From an optimization exercise on the open Yosys and OpenROAD flow, aimed at small area; shortcuts taken in it are not production practice.
Only simulation tests tie the RTL to the original design; equivalence was not proved.

File: design/flow/run.sh
#!/bin/bash
# synth_recipe.tcl (not shown) runs the flow's synth.tcl, then flattens the netlist and writes it again
# the make line also repeats each setting of config.mk as NAME=value (left out here)
make -C /OpenROAD-flow-scripts/flow DESIGN_CONFIG=/design/flow/config.mk WORK_HOME=/design/flow/orfs CLKGATE_MAP_FILE= SYNTH_SCRIPT=/design/flow/synth_recipe.tcl finish
File: design/flow/config.mk
export PLATFORM = sky130hd
export DESIGN_NAME = tf_safety_core
export DESIGN_NICKNAME = tf_safety_core
export VERILOG_FILES = /design/flow/design.v
export SDC_FILE = /design/flow/constraint.sdc
export NUM_CORES = 4
export LEC_CHECK = 0
export CAP_MARGIN = 20
export CORE_MARGIN = 2
export CORE_UTILIZATION = 40
export SLEW_MARGIN = 20
File: design/flow/constraint.sdc
create_clock -name core_clock -period 70.0 [get_ports {clk}]
set_input_delay 14.0000 -clock core_clock [delete_from_list [all_inputs] [get_ports {clk}]]
set_output_delay 14.0000 -clock core_clock [all_outputs]
set_load 0.01 [all_outputs]
File: design/flow/design.v
module tf_deb_step (
    input  wire [15:0] cnt,
    input  wire [15:0] clr,
    input  wire        latched,
    input  wire        cond,
    input  wire [15:0] confirm_t,
    input  wire [15:0] clear_t,
    output reg  [15:0] cnt_n,
    output reg  [15:0] clr_n,
    output reg         latched_n,
    output reg         set_ev,
    output reg         clr_ev
);
    always @* begin
        cnt_n     = cnt;
        clr_n     = clr;
        latched_n = latched;
        set_ev    = 1'b0;
        clr_ev    = 1'b0;
        if (!latched) begin
            if (cond) begin
                cnt_n = (cnt == 16'hFFFF) ? cnt : cnt + 16'd1;
                if (cnt_n >= confirm_t) begin
                    latched_n = 1'b1;
                    set_ev    = 1'b1;
                end
            end else begin
                cnt_n = 16'd0;
            end
        end else begin
            if (cond) begin
                clr_n = 16'd0;
            end else begin
                clr_n = (clr == 16'hFFFF) ? clr : clr + 16'd1;
                if (clr_n >= clear_t) begin
                    latched_n = 1'b0;
                    cnt_n     = 16'd0;
                    clr_n     = 16'd0;
                    clr_ev    = 1'b1;
                end
            end
        end
    end
endmodule
module tf_cwd_step (
    input  wire [15:0] prev,
    input  wire [15:0] tcnt,
    input  wire [15:0] rcnt,
    input  wire        timed_out,
    input  wire [15:0] value,
    input  wire [15:0] timeout_c,
    input  wire [15:0] rec_c,
    output reg  [15:0] prev_n,
    output reg  [15:0] tcnt_n,
    output reg  [15:0] rcnt_n,
    output reg         timed_out_n,
    output reg         to_ev,
    output reg         rec_ev
);
    always @* begin
        tcnt_n      = tcnt;
        rcnt_n      = rcnt;
        timed_out_n = timed_out;
        to_ev       = 1'b0;
        rec_ev      = 1'b0;
        if (value == prev) begin
            tcnt_n = (tcnt == 16'hFFFF) ? tcnt : tcnt + 16'd1;
            if (tcnt_n >= timeout_c && !timed_out) begin
                timed_out_n = 1'b1;
                to_ev       = 1'b1;
            end
        end else begin
            tcnt_n = 16'd0;
            if (timed_out) begin
                rcnt_n = (rcnt == 16'hFFFF) ? rcnt : rcnt + 16'd1;
                if (rcnt_n >= rec_c) begin
                    timed_out_n = 1'b0;
                    rcnt_n      = 16'd0;
                    tcnt_n      = 16'd0;
                    rec_ev      = 1'b1;
                end
            end
        end
        prev_n = value;
    end
endmodule
module tf_crc8 #(
    parameter [7:0] POLY = 8'h1D
) (
    input  wire [7:0]  init,
    input  wire [63:0] buf_bytes,    
    input  wire [3:0]  len,
    output reg  [7:0]  crc
);
    integer k, b;
    always @* begin
        crc = init;
        for (k = 1; k < 8; k = k + 1) begin
            if (k < len) begin
                crc = crc ^ buf_bytes[8*k +: 8];
                for (b = 0; b < 8; b = b + 1)
                    crc = crc[7] ? ({crc[6:0], 1'b0} ^ POLY) : {crc[6:0], 1'b0};
            end
        end
    end
endmodule
module tf_steer_step #(
    parameter signed [15:0] ANG_MIN     = -16'sd900,
    parameter signed [15:0] ANG_MAX     = 16'sd900,
    parameter        [15:0] PLAUS_THR   = 16'd50,
    parameter        [15:0] PLAUS_DEB   = 16'd5,
    parameter        [15:0] TO_CYCLES   = 16'd10,
    parameter        [15:0] REC_COUNT   = 16'd3,
    parameter        [15:0] RETURN_RATE = 16'd20,
    parameter        [15:0] MAX_STEP    = 16'd100,
    parameter        [15:0] CLEAR_CYC   = 16'd50,
    parameter        [15:0] OUT_CENTER  = 16'd1500,
    parameter signed [4:0]  OUT_NUM     = 5'sd5,
    parameter        [3:0]  OUT_DEN     = 4'd9,
    parameter        [15:0] OUT_MIN     = 16'd1000,
    parameter        [15:0] OUT_MAX     = 16'd2000
) (
    input  wire signed [15:0] last_out,
    input  wire        [15:0] plaus_cnt,
    input  wire        [15:0] clr_cnt,
    input  wire               latched,
    input  wire        [7:0]  latch_code,
    input  wire               prev_det,
    input  wire        [1:0]  level,
    input  wire        [15:0] wd_prev,
    input  wire        [15:0] wd_tcnt,
    input  wire        [15:0] wd_rcnt,
    input  wire               wd_to,
    input  wire               cmd_ok,
    input  wire               fb_ok,
    input  wire signed [15:0] cmd,
    input  wire signed [15:0] fb,
    output reg  signed [15:0] last_out_n,
    output reg         [15:0] plaus_cnt_n,
    output reg         [15:0] clr_cnt_n,
    output reg                latched_n,
    output reg         [7:0]  latch_code_n,
    output reg                prev_det_n,
    output reg         [1:0]  level_n,
    output wire        [15:0] wd_prev_n,
    output wire        [15:0] wd_tcnt_n,
    output wire        [15:0] wd_rcnt_n,
    output wire               wd_to_n,
    output wire        [31:0] res0,
    output wire        [31:0] res1
);
    localparam [7:0] FC_NONE = 8'd0, FC_FB_READ = 8'd1, FC_CMD_READ = 8'd2,
                     FC_RANGE = 8'd3, FC_PLAUS = 8'd4, FC_TIMEOUT = 8'd5;
    wire [15:0] cw_prev, cw_tcnt, cw_rcnt;
    wire        cw_to, cw_to_ev, cw_rec_ev;
    tf_cwd_step u_wd (
        .prev(wd_prev), .tcnt(wd_tcnt), .rcnt(wd_rcnt), .timed_out(wd_to),
        .value(cmd), .timeout_c(TO_CYCLES), .rec_c(REC_COUNT),
        .prev_n(cw_prev), .tcnt_n(cw_tcnt), .rcnt_n(cw_rcnt), .timed_out_n(cw_to),
        .to_ev(cw_to_ev), .rec_ev(cw_rec_ev)
    );
    assign wd_prev_n = cmd_ok ? cw_prev : wd_prev;
    assign wd_tcnt_n = cmd_ok ? cw_tcnt : wd_tcnt;
    assign wd_rcnt_n = cmd_ok ? cw_rcnt : wd_rcnt;
    assign wd_to_n   = cmd_ok ? cw_to   : wd_to;
    reg               fb_fail, cmd_fail, range_fail, plaus_mis, plaus_fail, det;
    reg        [7:0]  code;
    reg  signed [16:0] diff;
    reg        [16:0] diff_abs;
    reg               set_ev, clr_ev;
    reg  signed [17:0] last, tgt, delta, out_w;
    reg  signed [15:0] out;
    reg  signed [19:0] scaled;
    reg  signed [20:0] phys_w;
    reg        [15:0] phys;
    reg        [7:0]  fault_code;
    always @* begin
        fb_fail    = !fb_ok;
        cmd_fail   = !cmd_ok;
        range_fail = cmd_ok && (cmd < ANG_MIN || cmd > ANG_MAX);
        diff       = last_out - fb;
        diff_abs   = diff[16] ? -diff : diff;
        plaus_mis  = fb_ok && (diff_abs >= {1'b0, PLAUS_THR});
        if (plaus_mis)
            plaus_cnt_n = (plaus_cnt == 16'hFFFF) ? plaus_cnt : plaus_cnt + 16'd1;
        else
            plaus_cnt_n = 16'd0;
        plaus_fail = plaus_mis && (plaus_cnt_n >= PLAUS_DEB);
        det        = fb_fail || cmd_fail || range_fail || plaus_fail;
        if (fb_fail)         code = FC_FB_READ;
        else if (cmd_fail)   code = FC_CMD_READ;
        else if (range_fail) code = FC_RANGE;
        else if (plaus_fail) code = FC_PLAUS;
        else                 code = FC_NONE;
        set_ev       = 1'b0;
        clr_ev       = 1'b0;
        latched_n    = latched;
        latch_code_n = latch_code;
        clr_cnt_n    = clr_cnt;
        level_n      = level;
        if (!latched) begin
            if (det) begin
                latched_n    = 1'b1;
                latch_code_n = code;
                clr_cnt_n    = 16'd0;
                level_n      = 2'd1;
                set_ev       = 1'b1;
            end
        end else begin
            if (det) begin
                clr_cnt_n = 16'd0;
                if (!prev_det && level != 2'd3)
                    level_n = level + 2'd1;
            end else begin
                clr_cnt_n = (clr_cnt == 16'hFFFF) ? clr_cnt : clr_cnt + 16'd1;
                if (clr_cnt_n >= CLEAR_CYC) begin
                    latched_n    = 1'b0;
                    clr_cnt_n    = 16'd0;
                    plaus_cnt_n  = 16'd0;
                    latch_code_n = FC_NONE;
                    level_n      = 2'd0;
                    clr_ev       = 1'b1;
                end
            end
        end
        prev_det_n = det;
        last  = last_out;
        delta = 18'sd0;
        if (wd_to_n) begin
            if (last > $signed({2'b00, RETURN_RATE}))
                tgt = last - $signed({2'b00, RETURN_RATE});
            else if (last < -$signed({2'b00, RETURN_RATE}))
                tgt = last + $signed({2'b00, RETURN_RATE});
            else
                tgt = 18'sd0;
        end else if (cmd_ok && !range_fail) begin
            tgt = cmd;
        end else begin
            tgt = last;
        end
        if (tgt == last) begin
            out_w = tgt;
        end else if ((last >= 0 && tgt >= 0 && tgt < last) ||
                     (last <= 0 && tgt > last && tgt <= 0)) begin
            out_w = tgt;
        end else if ((last > 0 && tgt < 0) || (last < 0 && tgt > 0)) begin
            if (tgt > $signed({2'b00, MAX_STEP}))       out_w = $signed({2'b00, MAX_STEP});
            else if (tgt < -$signed({2'b00, MAX_STEP})) out_w = -$signed({2'b00, MAX_STEP});
            else                                        out_w = tgt;
        end else begin
            delta = tgt - last;
            if (delta > $signed({2'b00, MAX_STEP}))       delta = $signed({2'b00, MAX_STEP});
            else if (delta < -$signed({2'b00, MAX_STEP})) delta = -$signed({2'b00, MAX_STEP});
            out_w = last + delta;
        end
        if (latched_n) out_w = 18'sd0;
        out        = out_w[15:0];
        last_out_n = out;
        scaled = out * OUT_NUM;
        scaled = scaled / $signed({1'b0, OUT_DEN});
        phys_w = $signed({5'd0, OUT_CENTER}) + scaled;
        if (phys_w < $signed({5'd0, OUT_MIN}))      phys = OUT_MIN;
        else if (phys_w > $signed({5'd0, OUT_MAX})) phys = OUT_MAX;
        else                                         phys = phys_w[15:0];
        if (latched_n)    fault_code = latch_code_n;
        else if (wd_to_n) fault_code = FC_TIMEOUT;
        else              fault_code = FC_NONE;
    end
    assign res0 = {phys, out};
    assign res1 = {17'd0, (fault_code != FC_NONE), clr_ev, set_ev, level_n,
                   wd_to_n, latched_n, fault_code};
endmodule
module tf_motor_step #(
    parameter [15:0] TORQUE_FULL = 16'd100,
    parameter [7:0]  AUTH_STARTUP = 8'd0,
    parameter [7:0]  AUTH_RUN     = 8'd100,
    parameter [7:0]  AUTH_DEGR    = 8'd75,
    parameter [7:0]  AUTH_SSTOP   = 8'd0,
    parameter [7:0]  AUTH_SHUT    = 8'd0,
    parameter [7:0]  DUTY_MAX_PCT = 8'd95,
    parameter [15:0] PWM_FULL     = 16'd1000,
    parameter [15:0] TO_CYCLES    = 16'd10,
    parameter [15:0] REC_COUNT    = 16'd5,
    parameter [15:0] CONFIRM      = 16'd3,
    parameter [15:0] CLEAR        = 16'd10
) (
    input  wire [2:0]  mode,
    input  wire        bus_loss,
    input  wire [1:0]  dir,
    input  wire        dead_time,
    input  wire        terminal,
    input  wire [15:0] rd_cnt,
    input  wire [15:0] rd_clr,
    input  wire        rd_latched,
    input  wire [15:0] wd_prev,
    input  wire [15:0] wd_tcnt,
    input  wire [15:0] wd_rcnt,
    input  wire        wd_to,
    input  wire        cmd_ok,
    input  wire        estop,
    input  wire signed [15:0] torque,
    input  wire [7:0]  derate,
    output reg  [1:0]  dir_n,
    output reg         dead_time_n,
    output reg         terminal_n,
    output reg  [15:0] rd_cnt_n,
    output reg  [15:0] rd_clr_n,
    output reg         rd_latched_n,
    output reg  [15:0] wd_prev_n,
    output reg  [15:0] wd_tcnt_n,
    output reg  [15:0] wd_rcnt_n,
    output reg         wd_to_n,
    output wire [31:0] res0,
    output wire [31:0] res1
);
    localparam [2:0] M_STARTUP = 3'd0, M_RUN = 3'd1, M_DEGR = 3'd2,
                     M_SSTOP = 3'd3, M_SHUT = 3'd4;
    localparam [1:0] D_STOP = 2'd0, D_FWD = 2'd1, D_REV = 2'd2;
    localparam [7:0] FC_NONE = 8'd0, FC_CMD_READ = 8'd2, FC_TIMEOUT = 8'd5,
                     FC_SHOOT = 8'd6;
    wire [15:0] db_cnt, db_clr;
    wire        db_latched, db_set, db_clr_ev;
    tf_deb_step u_rd (
        .cnt(rd_cnt), .clr(rd_clr), .latched(rd_latched), .cond(!cmd_ok),
        .confirm_t(CONFIRM), .clear_t(CLEAR),
        .cnt_n(db_cnt), .clr_n(db_clr), .latched_n(db_latched),
        .set_ev(db_set), .clr_ev(db_clr_ev)
    );
    wire [15:0] cw_prev, cw_tcnt, cw_rcnt;
    wire        cw_to, cw_to_ev, cw_rec_ev;
    tf_cwd_step u_wd (
        .prev(wd_prev), .tcnt(wd_tcnt), .rcnt(wd_rcnt), .timed_out(wd_to),
        .value(torque), .timeout_c(TO_CYCLES), .rec_c(REC_COUNT),
        .prev_n(cw_prev), .tcnt_n(cw_tcnt), .rcnt_n(cw_rcnt), .timed_out_n(cw_to),
        .to_ev(cw_to_ev), .rec_ev(cw_rec_ev)
    );
    reg         was_latched, latched, now_latched, safe_state, en, drive_a, drive_b;
    localparam integer TW = $clog2(TORQUE_FULL + 1) + 1;     
    localparam integer PW = $clog2(PWM_FULL + 1);            
    localparam signed [TW-1:0] LIM_STARTUP = (TORQUE_FULL * AUTH_STARTUP) / 100;
    localparam signed [TW-1:0] LIM_RUN     = (TORQUE_FULL * AUTH_RUN) / 100;
    localparam signed [TW-1:0] LIM_DEGR    = (TORQUE_FULL * AUTH_DEGR) / 100;
    localparam signed [TW-1:0] LIM_SSTOP   = (TORQUE_FULL * AUTH_SSTOP) / 100;
    localparam signed [TW-1:0] LIM_SHUT    = (TORQUE_FULL * AUTH_SHUT) / 100;
    reg  signed [TW-1:0]  lim;
    reg  signed [16:0]    t_in;
    reg  signed [TW-1:0]  t;
    reg  signed [TW+8:0]  t_der;
    reg  [TW-1:0]         t_abs;
    reg  [TW+7:0]         pct_w;
    reg  [7:0]            duty_pct;
    reg  [PW+7:0]         duty_w;
    reg  [15:0]           duty;
    reg  [1:0]  new_dir, app_dir;
    reg  [7:0]  fault_code;
    always @* begin
        was_latched  = rd_latched || terminal;
        dir_n        = dir;
        dead_time_n  = dead_time;
        terminal_n   = terminal;
        rd_cnt_n     = rd_cnt;
        rd_clr_n     = rd_clr;
        rd_latched_n = rd_latched;
        wd_prev_n    = wd_prev;
        wd_tcnt_n    = wd_tcnt;
        wd_rcnt_n    = wd_rcnt;
        wd_to_n      = wd_to;
        duty         = 16'd0;
        app_dir      = D_STOP;
        en           = 1'b0;
        latched      = was_latched;
        new_dir      = D_STOP;
        t_in         = 17'sd0;
        t            = {TW{1'b0}};
        t_der        = {(TW+9){1'b0}};
        t_abs        = {TW{1'b0}};
        pct_w        = {(TW+8){1'b0}};
        duty_pct     = 8'd0;
        duty_w       = {(PW+8){1'b0}};
        drive_a      = 1'b0;
        drive_b      = 1'b0;
        case (mode)
            M_STARTUP: lim = LIM_STARTUP;
            M_RUN:     lim = LIM_RUN;
            M_DEGR:    lim = LIM_DEGR;
            M_SSTOP:   lim = LIM_SSTOP;
            default:   lim = LIM_SHUT;
        endcase
        if (estop || mode == M_STARTUP || mode == M_SHUT) begin
            safe_state  = 1'b1;
            dir_n       = D_STOP;
            dead_time_n = 1'b0;
        end else begin
            safe_state   = 1'b0;
            rd_cnt_n     = db_cnt;
            rd_clr_n     = db_clr;
            rd_latched_n = db_latched;
            if (cmd_ok) begin
                wd_prev_n = cw_prev;
                wd_tcnt_n = cw_tcnt;
                wd_rcnt_n = cw_rcnt;
                wd_to_n   = cw_to;
            end
            t_in = cmd_ok ? torque : 17'sd0;
            if (mode == M_SSTOP) t_in = 17'sd0;
            if (t_in < -lim)     t = -lim;
            else if (t_in > lim) t = lim;
            else                 t = t_in[TW-1:0];
            t_der = t * $signed({1'b0, derate});
            t_der = t_der / $signed(10'sd100);
            t     = t_der[TW-1:0];
            if (wd_to_n) t = {TW{1'b0}};
            latched = rd_latched_n || terminal;
            if (latched) t = {TW{1'b0}};
            if (t > 0)      new_dir = D_FWD;
            else if (t < 0) new_dir = D_REV;
            else            new_dir = D_STOP;
            if (dir != D_STOP && new_dir != D_STOP && new_dir != dir) begin
                dead_time_n = 1'b1;
                app_dir     = D_STOP;
                duty        = 16'd0;
            end else begin
                dead_time_n = 1'b0;
                app_dir     = new_dir;
                t_abs       = (t < 0) ? -t : t;
                pct_w       = (t_abs * 8'd100) / TORQUE_FULL;
                duty_pct    = (pct_w > DUTY_MAX_PCT) ? DUTY_MAX_PCT : pct_w[7:0];
                duty_w      = (duty_pct * PWM_FULL) / 7'd100;
                duty        = duty_w[15:0];
            end
            drive_a = (app_dir == D_FWD) && (duty != 16'd0);
            drive_b = (app_dir == D_REV) && (duty != 16'd0);
            if (drive_a && drive_b) begin
                terminal_n = 1'b1;
                latched    = 1'b1;
                duty       = 16'd0;
                app_dir    = D_STOP;
            end
            dir_n = app_dir;
            en    = (app_dir != D_STOP) && (duty != 16'd0) && !latched && !bus_loss;
        end
        now_latched = rd_latched_n || terminal_n;
        if (terminal_n)        fault_code = FC_SHOOT;
        else if (rd_latched_n) fault_code = FC_CMD_READ;
        else if (wd_to_n)      fault_code = FC_TIMEOUT;
        else                   fault_code = FC_NONE;
    end
    assign res0 = {10'd0, safe_state, dead_time_n, en, en, app_dir, duty};
    assign res1 = {17'd0, (fault_code != FC_NONE), (was_latched && !now_latched),
                   (!was_latched && now_latched), 1'b0, terminal_n, wd_to_n,
                   now_latched, fault_code};
endmodule
module tf_supervisor_step #(
    parameter [15:0] SILENCE_LIMIT = 16'd20,
    parameter [15:0] WARN_LIMIT    = 16'd10,
    parameter [15:0] CRIT_MASK     = 16'h000F,
    parameter [15:0] FAULT_MASK    = 16'h000F
) (
    input  wire [2:0]  mode,
    input  wire        bus_loss,
    input  wire [15:0] silence,
    input  wire [15:0] warn,
    input  wire        wdg_pin,
    input  wire [1:0]  transport,
    input  wire        rx_activity,
    input  wire        estop,
    input  wire [1:0]  self_test,
    input  wire [15:0] flags,
    output reg         bus_loss_n,
    output reg  [15:0] silence_n,
    output reg  [15:0] warn_n,
    output reg         wdg_pin_n,
    output wire [31:0] res0,
    output wire [31:0] res1
);
    localparam [1:0] TR_ACTIVE = 2'd0, TR_WARNING = 2'd1, TR_BUS_OFF = 2'd2;
    localparam [1:0] ST_FAIL = 2'd2;
    localparam [1:0] S_OK = 2'd0, S_DEGRADED = 2'd1, S_FAULT = 2'd2;
    localparam [2:0] M_SHUT = 3'd4;
    reg [15:0] mask;
    reg [1:0]  status;
    reg        fed;
    always @* begin
        bus_loss_n = bus_loss;
        if (transport == TR_BUS_OFF) bus_loss_n = 1'b1;
        if (rx_activity) silence_n = 16'd0;
        else             silence_n = (silence == 16'hFFFF) ? silence : silence + 16'd1;
        if (silence_n > SILENCE_LIMIT) bus_loss_n = 1'b1;
        if (transport == TR_WARNING) warn_n = (warn == 16'hFFFF) ? warn : warn + 16'd1;
        else                         warn_n = 16'd0;
        if (warn_n > WARN_LIMIT) bus_loss_n = 1'b1;
        mask = flags | {12'd0, bus_loss_n, 3'd0};
        if ((mask & FAULT_MASK) != 16'd0) status = S_FAULT;
        else if (estop)                   status = S_FAULT;
        else if (mask != 16'd0)           status = S_DEGRADED;
        else                              status = S_OK;
        fed = ((mask & CRIT_MASK) == 16'd0) && (mode != M_SHUT) &&
              (self_test != ST_FAIL) && (transport != TR_BUS_OFF);
        wdg_pin_n = fed ? !wdg_pin : wdg_pin;
    end
    assign res0 = {9'd0, !fed, bus_loss_n, bus_loss_n, wdg_pin_n, fed, status, mask};
    assign res1 = {warn_n, silence_n};
endmodule
module tf_safety_core (
    input  wire        clk,
    input  wire        rst_n,
    input  wire        wr_en,
    input  wire [2:0]  wr_addr,
    input  wire [31:0] wr_data,
    input  wire [2:0]  rd_addr,
    output reg  [31:0] rd_data,
    output wire        wdg_pin
);
    localparam integer NUM_TX  = 4;
    localparam integer NUM_RX  = 4;
    localparam integer NUM_DEB = 4;
    localparam integer NUM_CWD = 4;
    localparam [31:0]  DATA_ID_TX = 32'h030201A5;    
    localparam [31:0]  DATA_ID_RX = 32'h030201A5;
    localparam [2:0] A_CMD = 3'd0, A_ARG0 = 3'd1, A_BUF0 = 3'd2, A_BUF1 = 3'd3,
                     A_RES0 = 3'd4, A_RES1 = 3'd5, A_ERR = 3'd6, A_MODE = 3'd7;
    localparam [7:0] OP_NOP = 8'h00, OP_DEB = 8'h10, OP_CWD = 8'h20,
                     OP_STEER = 8'h30, OP_MOTOR = 8'h40, OP_SUP = 8'h50,
                     OP_MODE = 8'h60, OP_PROTECT = 8'h70, OP_CHECK = 8'h71,
                     OP_INIT = 8'hF0;
    localparam [2:0] E_OK = 3'd0, E_ILLEGAL = 3'd1, E_INSTANCE = 3'd2,
                     E_OPERAND = 3'd3, E_LENGTH = 3'd4;
    localparam [2:0] M_STARTUP = 3'd0, M_RUN = 3'd1, M_SHUT = 3'd4;
    reg [31:0] arg0;
    reg [63:0] msg;             
    reg [31:0] res0, res1;
    reg [2:0]  err;
    reg [2:0]  mode;
    reg [3:0]  tx_cnt  [0:NUM_TX-1];
    reg [3:0]  rx_last [0:NUM_RX-1];
    reg [7:0]  rx_fail [0:NUM_RX-1];
    reg [15:0] deb_cnt [0:NUM_DEB-1];
    reg [15:0] deb_clr [0:NUM_DEB-1];
    reg        deb_lat [0:NUM_DEB-1];
    reg [15:0] cwd_prev [0:NUM_CWD-1];
    reg [15:0] cwd_tcnt [0:NUM_CWD-1];
    reg [15:0] cwd_rcnt [0:NUM_CWD-1];
    reg        cwd_to   [0:NUM_CWD-1];
    reg [15:0] st_last;
    reg [15:0] st_plaus;
    reg [15:0] st_clr;
    reg        st_lat;
    reg [7:0]  st_code;
    reg        st_prev_det;
    reg [1:0]  st_level;
    reg [15:0] st_wd_prev, st_wd_tcnt, st_wd_rcnt;
    reg        st_wd_to;
    reg [1:0]  mo_dir;
    reg        mo_dead;
    reg        mo_term;
    reg [15:0] mo_rd_cnt, mo_rd_clr;
    reg        mo_rd_lat;
    reg [15:0] mo_wd_prev, mo_wd_tcnt, mo_wd_rcnt;
    reg        mo_wd_to;
    reg        su_bus_loss;
    reg [15:0] su_silence, su_warn;
    reg        su_wdg;
    assign wdg_pin = su_wdg;
    always @* begin
        case (rd_addr)
            A_ARG0:  rd_data = arg0;
            A_BUF0:  rd_data = msg[31:0];
            A_BUF1:  rd_data = msg[63:32];
            A_RES0:  rd_data = res0;
            A_RES1:  rd_data = res1;
            A_ERR:   rd_data = {29'd0, err};
            A_MODE:  rd_data = {29'd0, mode};
            default: rd_data = 32'd0;
        endcase
    end
    wire        cmd_wr = wr_en && (wr_addr == A_CMD);
    wire [7:0]  opc    = wr_data[31:24];
    wire [7:0]  inst   = wr_data[23:16];
    wire [15:0] imm    = wr_data[15:0];
    reg  [2:0]  verr;
    always @* begin
        verr = E_OK;
        case (opc)
            OP_NOP, OP_INIT: begin
                if (inst != 8'd0)            verr = E_INSTANCE;
                else if (imm != 16'd0)       verr = E_OPERAND;
            end
            OP_DEB: begin
                if (inst >= NUM_DEB)         verr = E_INSTANCE;
                else if (imm[15:1] != 0)     verr = E_OPERAND;
            end
            OP_CWD: begin
                if (inst >= NUM_CWD)         verr = E_INSTANCE;
            end
            OP_STEER: begin
                if (inst >= 1)               verr = E_INSTANCE;
                else if (imm[15:2] != 0)     verr = E_OPERAND;
            end
            OP_MOTOR: begin
                if (inst >= 1)               verr = E_INSTANCE;
                else if (imm[15:2] != 0 || arg0[31:24] != 0) verr = E_OPERAND;
                else if (arg0[23:16] > 8'd100)              verr = E_OPERAND;
            end
            OP_SUP: begin
                if (inst != 8'd0)            verr = E_INSTANCE;
                else if (imm[15:6] != 0 || arg0[31:16] != 0) verr = E_OPERAND;
                else if (imm[1:0] == 2'd3 || imm[5:4] == 2'd3) verr = E_OPERAND;
            end
            OP_MODE: begin
                if (inst != 8'd0)            verr = E_INSTANCE;
                else if (imm[15:3] != 0)     verr = E_OPERAND;
                else if (imm[2:0] > 3'd4)    verr = E_OPERAND;
            end
            OP_PROTECT: begin
                if (inst >= NUM_TX)          verr = E_INSTANCE;
                else if (imm[15:4] != 0)     verr = E_OPERAND;
                else if (imm[3:0] < 4'd2 || imm[3:0] > 4'd8) verr = E_LENGTH;
            end
            OP_CHECK: begin
                if (inst >= NUM_RX)          verr = E_INSTANCE;
                else if (imm[15:4] != 0)     verr = E_OPERAND;
                else if (imm[3:0] < 4'd2 || imm[3:0] > 4'd8) verr = E_LENGTH;
            end
            default: verr = E_ILLEGAL;
        endcase
    end
    wire       do_op = cmd_wr && (verr == E_OK);
    wire [1:0] sel   = inst[1:0];
    wire [15:0] db_cnt_n, db_clr_n;
    wire        db_lat_n, db_set, db_clrev;
    tf_deb_step u_deb (
        .cnt(deb_cnt[sel]), .clr(deb_clr[sel]), .latched(deb_lat[sel]),
        .cond(imm[0]), .confirm_t(arg0[15:0]), .clear_t(arg0[31:16]),
        .cnt_n(db_cnt_n), .clr_n(db_clr_n), .latched_n(db_lat_n),
        .set_ev(db_set), .clr_ev(db_clrev)
    );
    wire [15:0] cw_prev_n, cw_tcnt_n, cw_rcnt_n;
    wire        cw_to_n, cw_to_ev, cw_rec_ev;
    tf_cwd_step u_cwd (
        .prev(cwd_prev[sel]), .tcnt(cwd_tcnt[sel]), .rcnt(cwd_rcnt[sel]),
        .timed_out(cwd_to[sel]), .value(imm),
        .timeout_c(arg0[15:0]), .rec_c(arg0[31:16]),
        .prev_n(cw_prev_n), .tcnt_n(cw_tcnt_n), .rcnt_n(cw_rcnt_n),
        .timed_out_n(cw_to_n), .to_ev(cw_to_ev), .rec_ev(cw_rec_ev)
    );
    wire [15:0] sn_last, sn_plaus, sn_clr, sn_wd_prev, sn_wd_tcnt, sn_wd_rcnt;
    wire        sn_lat, sn_prev_det, sn_wd_to;
    wire [7:0]  sn_code;
    wire [1:0]  sn_level;
    wire [31:0] st_res0, st_res1;
    tf_steer_step u_steer (
        .last_out(st_last), .plaus_cnt(st_plaus), .clr_cnt(st_clr),
        .latched(st_lat), .latch_code(st_code), .prev_det(st_prev_det),
        .level(st_level), .wd_prev(st_wd_prev), .wd_tcnt(st_wd_tcnt),
        .wd_rcnt(st_wd_rcnt), .wd_to(st_wd_to),
        .cmd_ok(imm[0]), .fb_ok(imm[1]), .cmd(arg0[15:0]), .fb(arg0[31:16]),
        .last_out_n(sn_last), .plaus_cnt_n(sn_plaus), .clr_cnt_n(sn_clr),
        .latched_n(sn_lat), .latch_code_n(sn_code), .prev_det_n(sn_prev_det),
        .level_n(sn_level), .wd_prev_n(sn_wd_prev), .wd_tcnt_n(sn_wd_tcnt),
        .wd_rcnt_n(sn_wd_rcnt), .wd_to_n(sn_wd_to),
        .res0(st_res0), .res1(st_res1)
    );
    wire [1:0]  mn_dir;
    wire        mn_dead, mn_term, mn_rd_lat, mn_wd_to;
    wire [15:0] mn_rd_cnt, mn_rd_clr, mn_wd_prev, mn_wd_tcnt, mn_wd_rcnt;
    wire [31:0] mo_res0, mo_res1;
    tf_motor_step u_motor (
        .mode(mode), .bus_loss(su_bus_loss),
        .dir(mo_dir), .dead_time(mo_dead), .terminal(mo_term),
        .rd_cnt(mo_rd_cnt), .rd_clr(mo_rd_clr), .rd_latched(mo_rd_lat),
        .wd_prev(mo_wd_prev), .wd_tcnt(mo_wd_tcnt), .wd_rcnt(mo_wd_rcnt),
        .wd_to(mo_wd_to),
        .cmd_ok(imm[0]), .estop(imm[1]), .torque(arg0[15:0]), .derate(arg0[23:16]),
        .dir_n(mn_dir), .dead_time_n(mn_dead), .terminal_n(mn_term),
        .rd_cnt_n(mn_rd_cnt), .rd_clr_n(mn_rd_clr), .rd_latched_n(mn_rd_lat),
        .wd_prev_n(mn_wd_prev), .wd_tcnt_n(mn_wd_tcnt), .wd_rcnt_n(mn_wd_rcnt),
        .wd_to_n(mn_wd_to),
        .res0(mo_res0), .res1(mo_res1)
    );
    wire        sp_bus_loss, sp_wdg;
    wire [15:0] sp_silence, sp_warn;
    wire [31:0] su_res0, su_res1;
    tf_supervisor_step u_sup (
        .mode(mode), .bus_loss(su_bus_loss), .silence(su_silence), .warn(su_warn),
        .wdg_pin(su_wdg), .transport(imm[1:0]), .rx_activity(imm[2]),
        .estop(imm[3]), .self_test(imm[5:4]), .flags(arg0[15:0]),
        .bus_loss_n(sp_bus_loss), .silence_n(sp_silence), .warn_n(sp_warn),
        .wdg_pin_n(sp_wdg), .res0(su_res0), .res1(su_res1)
    );
    wire [2:0] mreq = imm[2:0];
    wire       mode_ok = (mreq == mode) ||
                         (mode != M_SHUT && mreq > mode &&
                          (mode != M_STARTUP || mreq == M_RUN));
    wire [2:0] mode_n = mode_ok ? mreq : mode;
    wire [3:0]  clen     = imm[3:0];
    wire [3:0]  tx_c     = tx_cnt[sel];
    wire [63:0] prot_msg = {msg[63:16], msg[15:12], tx_c, msg[7:0]};
    wire [7:0]  prot_crc, chk_crc;
    tf_crc8 u_crc_tx (.init(DATA_ID_TX[8*sel +: 8]), .buf_bytes(prot_msg),
                      .len(clen), .crc(prot_crc));
    tf_crc8 u_crc_rx (.init(DATA_ID_RX[8*sel +: 8]), .buf_bytes(msg),
                      .len(clen), .crc(chk_crc));
    wire [3:0]  rc       = msg[11:8];
    wire [3:0]  r_last   = rx_last[sel];
    wire [7:0]  r_fail   = rx_fail[sel];
    wire [7:0]  r_fail_i = (r_fail == 8'hFF) ? r_fail : r_fail + 8'd1;
    reg  [3:0]  chk_last_n;
    reg  [7:0]  chk_fail_n;
    reg         chk_ok;
    reg  [1:0]  chk_reason;
    always @* begin
        if (chk_crc != msg[7:0]) begin
            chk_fail_n = r_fail_i; chk_last_n = r_last; chk_ok = 1'b0; chk_reason = 2'd1;
        end else if (rc != r_last + 4'd1) begin
            chk_fail_n = r_fail_i; chk_last_n = rc;     chk_ok = 1'b0; chk_reason = 2'd2;
        end else begin
            chk_fail_n = 8'd0;     chk_last_n = rc;     chk_ok = 1'b1; chk_reason = 2'd0;
        end
    end
    reg [31:0] op_res0, op_res1;
    always @* begin
        op_res0 = 32'd0;
        op_res1 = 32'd0;
        case (opc)
            OP_DEB: begin
                op_res0 = {28'd0, db_clrev, db_set, db_lat_n, db_lat_n & imm[0]};
                op_res1 = {db_clr_n, db_cnt_n};
            end
            OP_CWD: begin
                op_res0 = {29'd0, cw_rec_ev, cw_to_ev, cw_to_n};
                op_res1 = {cw_rcnt_n, cw_tcnt_n};
            end
            OP_STEER: begin
                op_res0 = st_res0;
                op_res1 = st_res1;
            end
            OP_MOTOR: begin
                op_res0 = mo_res0;
                op_res1 = mo_res1;
            end
            OP_SUP: begin
                op_res0 = su_res0;
                op_res1 = su_res1;
            end
            OP_MODE: begin
                op_res0 = {21'd0, mode_n, 7'd0, mode_ok};
            end
            OP_PROTECT: begin
                op_res0 = {16'd0, prot_crc, 4'd0, tx_c};
            end
            OP_CHECK: begin
                op_res0 = {4'd0, chk_last_n, chk_crc, chk_fail_n, rc, 1'b0,
                           chk_reason, chk_ok};
            end
            default: ;
        endcase
    end
    integer i;
    always @(posedge clk) begin
        if (!rst_n || (do_op && opc == OP_INIT)) begin
            arg0 <= 32'd0;
            msg  <= 64'd0;
            res0 <= 32'd0;
            res1 <= 32'd0;
            err  <= E_OK;
            mode <= M_STARTUP;
            for (i = 0; i < NUM_TX; i = i + 1) tx_cnt[i] <= 4'd0;
            for (i = 0; i < NUM_RX; i = i + 1) begin
                rx_last[i] <= 4'd0;
                rx_fail[i] <= 8'd0;
            end
            for (i = 0; i < NUM_DEB; i = i + 1) begin
                deb_cnt[i] <= 16'd0;
                deb_clr[i] <= 16'd0;
                deb_lat[i] <= 1'b0;
            end
            for (i = 0; i < NUM_CWD; i = i + 1) begin
                cwd_prev[i] <= 16'd0;
                cwd_tcnt[i] <= 16'd0;
                cwd_rcnt[i] <= 16'd0;
                cwd_to[i]   <= 1'b0;
            end
            st_last <= 16'd0; st_plaus <= 16'd0; st_clr <= 16'd0; st_lat <= 1'b0;
            st_code <= 8'd0; st_prev_det <= 1'b0; st_level <= 2'd0;
            st_wd_prev <= 16'd0; st_wd_tcnt <= 16'd0; st_wd_rcnt <= 16'd0;
            st_wd_to <= 1'b0;
            mo_dir <= 2'd0; mo_dead <= 1'b0;
            mo_rd_cnt <= 16'd0; mo_rd_clr <= 16'd0; mo_rd_lat <= 1'b0;
            mo_wd_prev <= 16'd0; mo_wd_tcnt <= 16'd0; mo_wd_rcnt <= 16'd0;
            mo_wd_to <= 1'b0;
            su_bus_loss <= 1'b0; su_silence <= 16'd0; su_warn <= 16'd0;
            su_wdg <= 1'b0;
            if (!rst_n) mo_term <= 1'b0;
        end else if (cmd_wr) begin
            err <= verr;
            if (verr != E_OK) begin
                res0 <= 32'd0;
                res1 <= 32'd0;
            end else begin
                res0 <= op_res0;
                res1 <= op_res1;
                case (opc)
                    OP_DEB: begin
                        deb_cnt[sel] <= db_cnt_n;
                        deb_clr[sel] <= db_clr_n;
                        deb_lat[sel] <= db_lat_n;
                    end
                    OP_CWD: begin
                        cwd_prev[sel] <= cw_prev_n;
                        cwd_tcnt[sel] <= cw_tcnt_n;
                        cwd_rcnt[sel] <= cw_rcnt_n;
                        cwd_to[sel]   <= cw_to_n;
                    end
                    OP_STEER: begin
                        st_last <= sn_last; st_plaus <= sn_plaus; st_clr <= sn_clr;
                        st_lat <= sn_lat; st_code <= sn_code;
                        st_prev_det <= sn_prev_det; st_level <= sn_level;
                        st_wd_prev <= sn_wd_prev; st_wd_tcnt <= sn_wd_tcnt;
                        st_wd_rcnt <= sn_wd_rcnt; st_wd_to <= sn_wd_to;
                    end
                    OP_MOTOR: begin
                        mo_dir <= mn_dir; mo_dead <= mn_dead; mo_term <= mn_term;
                        mo_rd_cnt <= mn_rd_cnt; mo_rd_clr <= mn_rd_clr;
                        mo_rd_lat <= mn_rd_lat;
                        mo_wd_prev <= mn_wd_prev; mo_wd_tcnt <= mn_wd_tcnt;
                        mo_wd_rcnt <= mn_wd_rcnt; mo_wd_to <= mn_wd_to;
                    end
                    OP_SUP: begin
                        su_bus_loss <= sp_bus_loss; su_silence <= sp_silence;
                        su_warn <= sp_warn; su_wdg <= sp_wdg;
                    end
                    OP_MODE: mode <= mode_n;
                    OP_PROTECT: begin
                        msg[15:0]   <= {prot_msg[15:8], prot_crc};
                        tx_cnt[sel] <= tx_c + 4'd1;
                    end
                    OP_CHECK: begin
                        rx_last[sel] <= chk_last_n;
                        rx_fail[sel] <= chk_fail_n;
                    end
                    default: ;
                endcase
            end
        end else if (wr_en) begin
            case (wr_addr)
                A_ARG0: arg0       <= wr_data;
                A_BUF0: msg[31:0]  <= wr_data;
                A_BUF1: msg[63:32] <= wr_data;
                default: ;
            endcase
        end
    end
endmodule
==> impl.org <==
** Outcome
- The flow ran to the end and the layout has no timing, DRC or antenna violations.

** STA
- Largest clock skew in the final design :: 0.0793 ns
- Hold Slack :: 0.469 ns
- Time the worst path needs with I/O delays and setup :: 59.81 ns
- Setup repair after global routing left no endpoint under its margin.
- Transition time at the pin with the least slew margin :: 1.25 ns
- Sum of negative setup slack :: 0 ns
- Final worst path period share :: 85.4%
- Worst slew margin relative to its limit :: 16.2%
- Number of setup violations in the final report :: 0
- Max-slew violation count :: 0
- The total count of hold-check failures in the final report came to 0.
- Highest achievable clock rate :: 16.7 MHz

** Final layout
- Cell area after layout :: 0.0736 mm2
- Commonest non-fill, non-tap cells in the layout :: nor2_1 (1011), nand2_1 (923), a21oi_1 (641), xnor2_1 (576)
- The area growth from synthesis to layout is 9.10%.
- The filler cells instantiated in the layout total 16.7k.
- Proportion of layout cells with a drive suffix above 1 :: 7.84%
- The net count of the finished layout is 8574.
- Final core utilization :: 44.0%
- Commonest non-fill, non-tap cell in the layout :: nor2_1

** Yosys
- In the synthesized netlist, the number of instances is 8260.
- Counting flops and latches in the post-synthesis netlist gives 786.
- Dominant combinational cell family by area after synthesis :: simple AND/OR/NAND/NOR gates
- The cell area that synthesis handed to floorplanning was 0.0675 mm2.
- Post-synth EDFFs :: 393
- Total number of yosys warnings :: 7
- Synthesized-area fraction occupied by adder cells :: 7.99%
- Of all flip-flops after synthesis, the portion carrying an async set or reset was 0%.
- The synthesized netlist devotes 21.8% of its cell area to simple gates.
- Part of the Yosys area used for sequential elements :: 29.2%
- Mux contribution to synthesized area :: 6.14%
- Post-Syn Area per Cell :: 8.17 um2
- Commonest register cell after synthesis :: edfxtp_1
- Summing the areas of all xor and xnor instances in the mapped netlist gives 10.7% of the synthesized area.
- Distinct cell type count of the synthesized netlist :: 139
- Summing the areas of all compound-gate instances in the mapped netlist gives 19.6% of the synthesized area.

** Floorplanning
- I/O pin count :: 74
- The initial utilization of the core area, before any placement, comes to 40.3%.
- Floorplan die height :: 415 um
- Core area :: 0.167 mm2
- The die covers 0.172 mm2.
- Std cell rows :: 150
- The floorplan step set the die width to 415 um.

** Place
- The wire-length estimate of the detail-placed layout is 175000 um.
- Number of buffers inserted by port buffering :: 73
- Routability-driven placement finished with a final weighted congestion of 0.978.
- Placed cell areas :: 0.0707 mm2

** Critical path
- CP max stage cell :: o311ai_1
- Along the worst path, the maximum fanout reaches 22.
- Data on the critical path arrives at its endpoint at 60.47 ns.
- Count of buffer and inverter cells on the critical path :: 13
- The cell that appears most often on the critical path is a21oi_1.
- Critical path launch point type :: primary input
- For this run, the slowest stage of the critical path takes 0.86 ns.
- Kind of end point of the critical path :: flop
- Grouping stages by cell kind, the critical path spends the most delay in compound AO/OA/AOI/OAI gates.
- Worst Path Required :: 70.66 ns
- By startpoint and endpoint, the worst setup path is classified as primary input to flop.

** Routing
- Antenna-violating nets left :: 0
- Drt first-iter violations :: 6725
- For this run, design rule violations remaining after detail routing come to 0.
- Number of vias per cell after detailed routing :: 6.03
- Routed via count :: 62.9k
- For this run, the detailed router's first-pass iteration total came to 6.
- WL per Instance :: 22.8 um
- Detailed Route WL :: 238000 um

** Clocking
- Cell at the root of the clock tree :: clkbuf_16
- CTS saw 786 sinks.
- Clock-pin slew on the worst setup and hold paths :: 0.08 ns
- Post-CTS Resized :: 0
- In this run, CTS created clock tree buffers numbering 88.
- Hold_buf cts :: 0
- The H-tree generated during clock tree synthesis spans 3 levels.
- Clock tree from TritonCTS :: built
- Number of buffers inserted by post-CTS setup repair :: 0
- Clk Latency, worst-skew pair :: 0.76 ns
- Counting along the longest clock path gives a buffer depth of 3.

** Global routing
- Number of antenna violations at the first check in global routing :: 8
- Summed over all layers, the global routing overflow is 0.
- Maximum number of pins on one net before global-route repair :: 148
- Tot GR Track Use :: 26.6%
- Vias in the first global route :: 58.7k
- The first global-routing pass estimated 359000 um of wire.

** Job
- Number of max-cap violations :: 0

** Hold path
- Worst min-delay path category :: flop to flop
-- worst paths after layout --
check	startpoint	endpoint	slack [ns]	cells after the start
max	wr_data[0]	res0[0]$_SDFFE_PP0P_	10.19	162
min	mo_dir[1]$_SDFFE_PP0P_	mo_dir[1]$_SDFFE_PP0P_	0.47	2
max reg2reg	mode[1]$_SDFFE_PP0P_	res0[0]$_SDFFE_PP0P_	22.66	161
min reg2reg	mo_dir[1]$_SDFFE_PP0P_	mo_dir[1]$_SDFFE_PP0P_	0.47	2
-- layer usage --
metal | GRT usage, % | wire length (um) | share of wire (%)
met1 | 35.5 | 100000 | 42
met2 | 41.9 | 105000 | 44
met3 | 4.28 | 19600 | 8.2
met4 | 12.5 | 12300 | 5.2
met5 | 0 | 0 | 0
-- registers in the layout (all words and copies together) (netlist names), 32 cells and up --
register and cells:
res0 32, msg 64, deb_clr 64, rx_fail 32, arg0 32, cwd_tcnt 64, res1 32, cwd_prev 64
cwd_rcnt 64, deb_cnt 64
-- layout make-up --
type	count	area [um2]	area share, %
Multi-Input combinational cell	6656	44900	61.0
Antenna cell	1	2.50	0.00340
Timing Repair Buffer	219	1850	2.52
Tap cell	2204	2760	3.75
Sequential cell	786	19700	26.7
Inverter	397	1490	2.02
Clock buffer	117	2390	3.25
Clock inverter	48	553	0.751
-- through the flow --
step                std cells  setup slack, ns
finish                  10400            10.19
global placement        10300            11.36
global route            10400             6.04
CTS                     10400            10.59
floorplan                8264            16.74
detailed placement      10300            10.03
-- tightest hold or removal path, cell delays in order (launching register included) --
cell and delay [ns]:
dfxtp_1 0.32, nand2_1 0.05, a21oi_1 0.05
-- synthesized netlist by cell type (40+ instances only) --
| cell type | instances | area share [%] |
|---|---|---|
| a22oi_1 | 117 | 1.3 |
| nand2b_1 | 113 | 1.0 |
| clkbuf_1 | 370 | 2.1 |
| nor3_1 | 186 | 1.4 |
| a31oi_1 | 99 | 0.92 |
| or3_1 | 55 | 0.51 |
| nor4_1 | 66 | 0.61 |
| mux4_2 | 97 | 3.2 |
| nor2_1 | 1016 | 5.7 |
| a211oi_1 | 62 | 0.69 |
| o21ai_0 | 341 | 2.5 |
| nand2_1 | 926 | 5.2 |
| nor2b_1 | 84 | 0.78 |
| xor2_1 | 232 | 3.0 |
| and3_1 | 123 | 1.1 |
| dfxtp_1 | 393 | 12 |
| nand4_1 | 90 | 0.83 |
| ha_1 | 319 | 5.9 |
| o211ai_1 | 44 | 0.49 |
| nand3_1 | 223 | 1.7 |
| a21oi_1 | 642 | 4.8 |
| xnor2_1 | 576 | 7.5 |
| and2_1 | 106 | 0.98 |
| a21o_1 | 59 | 0.66 |
| o22ai_1 | 73 | 0.68 |
| mux2i_1 | 121 | 1.8 |
| fa_1 | 66 | 2.0 |
| or2_2 | 50 | 0.46 |
| edfxtp_1 | 393 | 17 |
| o21a_1 | 40 | 0.45 |
| inv_1 | 393 | 2.2 |
| mux2_2 | 59 | 0.98 |
-- kinds of logic (layout without fill, tap and decap cells) --
kind of cell | count (synthesis) | after routing
AOI/OAI and AO/OA | 1996 | 1996
buffers and inverters | 822 | 781
other | 2 | 7
muxes | 283 | 283
and+or+nand+nor | 3164 | 3164
xor gates and xnor gates | 814 | 814
adders and majority gates | 393 | 393
DFF | 786 | 786

-- static timing again, ports no longer ideal --
No port has a modelled driver above. Below, the same layout with a new extraction and two added sets of constraints. Step 1 (the two cells are an assumption about what drives the block):
set clk [get_ports {clk}]
set_driving_cell -lib_cell sky130_fd_sc_hd__clkbuf_16 $clk
set_driving_cell -lib_cell sky130_fd_sc_hd__buf_2 [delete_from_list [all_inputs] $clk]
Step 2 adds t to the input delays and takes it off the output delays; t is the mean of the earliest and latest rising clock arrival at the registers after step 1. Input paths then give back, and output paths get back, about the clock's delay inside the block. a / b / c = ideal / step 1 / step 2; a / b = the first two.
t (ns): 0.795
setup slack, ns: 10.190 / 10.245 / 9.450
worst setup path at the end: input to register
slew at the worst register clock pin (ns): 0.08 / 0.08
worst data-port slew with drivers (ns): 0.09
After both steps this run still meets setup and hold. The setup slack of this run moves by +0.055 ns with the drivers and by -0.740 ns with both steps.
